What follows belongs to an exercise in optimizing a design on an open flow for small area, a short achievable clock period and few clock cycles per item; a production flow would make more cautious choices.
The RTL was checked by simulation tests, not by an equivalence proof against the original design.
Power is estimated from default activity; no workload was simulated.

==> flow/design.v (excerpt) <==
module tsq_decoder (
    input  wire        clk,
    input  wire        rst,           
    input  wire        start,         
    input  wire        ext,           
    input  wire [22:0] in_size,       
    output wire        idle,
    input  wire        in_valid,
    input  wire [7:0]  in_data,
    output wire        in_ready,
    output wire        mem_re,
    output wire [17:0] mem_raddr,
    input  wire [7:0]  mem_rdata,     
    output wire        mem_we,
    output wire [17:0] mem_waddr,
    output wire [7:0]  mem_wdata,
    output wire        done,          
    output wire [3:0]  status,
    output wire [18:0] out_size
);
For scale: ~1400 cells after synthesis, ~120 I/O pins.
export LEC_CHECK = 0
export CAP_MARGIN = 20
export CORE_MARGIN = 2
export CORE_UTILIZATION = 70
export SETUP_SLACK_MARGIN = 4.6
export SLEW_MARGIN = 20
create_clock -name core_clock -period 7.5 [get_ports {clk}]
run.sh (not shown) runs the stock make flow with config.mk's settings and CLKGATE_MAP_FILE= SYNTH_SCRIPT=/design/flow/synth_recipe.tcl, a recipe that flattens the netlist after the stock synthesis.
Testbench counts at the start, summed over its fixed seeds: cycles 400,444, bytes 355,495.
Edit:
==> flow/flow/run.sh (new file) <==
#!/bin/bash
# The standard layout, with the port buffers placed as the smallest buffer
# cell (the resizer sizes them up where timing needs it).
set -euo pipefail
export BUFFER_PORTS_ARGS="-buffer_cell sky130_fd_sc_hd__buf_1"
bash standard.sh > standard.log 2>&1
==> flow/standard.sh (new file) <==
#!/bin/bash
# synth_recipe.tcl (not shown) runs the flow's synth.tcl, then flattens the netlist and writes it again
# the make line also repeats each setting of config.mk as NAME=value (left out here)
make -C /OpenROAD-flow-scripts/flow DESIGN_CONFIG=/design/flow/config.mk WORK_HOME=/design/flow/orfs CLKGATE_MAP_FILE= SYNTH_SCRIPT=/design/flow/synth_recipe.tcl "${@:-finish}"
- CORE_UTILIZATION: 70 -> 60
- CTS_CLUSTER_DIAMETER: unset -> 60
- CTS_CLUSTER_SIZE: unset -> 20
- SETUP_SLACK_MARGIN: 4.6 -> 5.0
removed: flow/run.sh
Result: Cell area goes up by roughly a tenth; setup slack gains 150 ps; via count goes up by a few percent; synthesized area does not change; hold slack loses 12 ps; global-route usage goes down by 3.9 points; routed wire length goes up by a little under a tenth.


## rev 12
Starting RTL as in the previous note.
// tsq_decoder
module tsq_decoder (
    input  wire        clk,
    input  wire        rst,           
    input  wire        start,         
    input  wire        ext,           
    input  wire [22:0] in_size,       
    output wire        idle,
    input  wire        in_valid,
    input  wire [7:0]  in_data,
    output wire        in_ready,
    output wire        mem_re,
    output wire [17:0] mem_raddr,
    input  wire [7:0]  mem_rdata,     
    output wire        mem_we,
    output wire [17:0] mem_waddr,
    output wire [7:0]  mem_wdata,
    output wire        done,          
    output wire [3:0]  status,
    output wire [18:0] out_size
);
Settings: LEC_CHECK=0, CAP_MARGIN=20, CORE_MARGIN=2, CORE_UTILIZATION=60, CTS_CLUSTER_DIAMETER=60, CTS_CLUSTER_SIZE=20, SETUP_SLACK_MARGIN=4.8, SLEW_MARGIN=20; clock period 7.5 ns.
standard.sh (not shown) runs the stock make flow with config.mk's settings and CLKGATE_MAP_FILE= SYNTH_SCRIPT=/design/flow/synth_recipe.tcl, a recipe that flattens the netlist after the stock synthesis.
==> flow/flow/run.sh <==
#!/bin/bash
# The standard layout, with the port buffers placed as the smallest buffer
# cell (the resizer sizes them up where timing needs it).
set -euo pipefail
export BUFFER_PORTS_ARGS="-buffer_cell sky130_fd_sc_hd__buf_1"
bash standard.sh > standard.log 2>&1
Rev 12 did not stop at any stage, and its layout met the timing, design-rule and antenna checks.
Testbench counts of rev 12, summed over its fixed seeds: cycles 400,444, bytes 355,495.
For rev 13, these inputs were changed with respect to rev 12:
- CTS_CLUSTER_DIAMETER removed (was 60)
- CTS_CLUSTER_SIZE removed (was 20)
- SETUP_SLACK_MARGIN changed from 4.8 to 4.6
--- outcome ---
For global-route usage, rev 13 and rev 12 come out practically identical.
Summary of rev 13 over rev 12: proportion of total power due to net switching shrank by 1.8 points; overall power has increased; maximum frequency went down.
Cmp rev 12 and rev 13 / non-clock buffer count / higher: rev 12
Looking at critical-path cell with the highest stage delay, the sky130_fd_sc_hd__dfxtp_2 result is from rev 13; the sky130_fd_sc_hd__a211o_4 one comes from rev 12.
The weighted congestion reported at the end of routability-driven placement number comes out higher for rev 12 vs rev 13.
| fraction of the core area covered by cells at the end of the flow | rev 13 vs rev 12 | 1.8 points lower |
Rev 13 against rev 12: clock distribution area overhead in the final layout rose 1.6 points, cell count down 20.

==> what the ideal ports hide <==
In the flow no input, the clock included, has a driving cell. The finished layouts below were timed again as built, in two steps. Step 1: set_driving_cell puts a clkbuf_16 on clk and a buf_2 on each other input, an assumption about the parent block. Step 2 moves the port delays by t, midway between the first and last clock arrival at a register: inputs arrive t later, outputs are due t later. That takes back most of the time a late clock gives input paths. Slacks: ideal / step 1 / step 2; pairs: ideal / step 1.
run | shift t [ns] | slack for setup (ns) | hold slack, ns | clock arrival spread, ns | worst register clock-pin slew, ns
the first run of note 1 | 0.571 | 4.599 / 4.588 / 4.049 | 0.462 / 0.462 / 0.462 | 0.011 / 0.010 | 0.07 / 0.07
the second run of note 1 | 0.570 | 4.746 / 4.746 / 4.252 | 0.450 / 0.450 / 0.450 | 0.020 / 0.019 | 0.09 / 0.09
rev 12 | 0.562 | 4.783 / 4.779 / 4.217 | 0.460 / 0.460 / 0.460 | 0.016 / 0.016 | 0.08 / 0.08
rev 13 | 0.587 | 4.641 / 4.617 / 4.161 | 0.489 / 0.489 / 0.489 | 0.017 / 0.017 | 0.07 / 0.07
After both steps every run listed still meets setup and hold. For rev 12, which loses most, drivers alone change the setup slack by -0.004 ns; drivers and shift together by -0.566 ns.
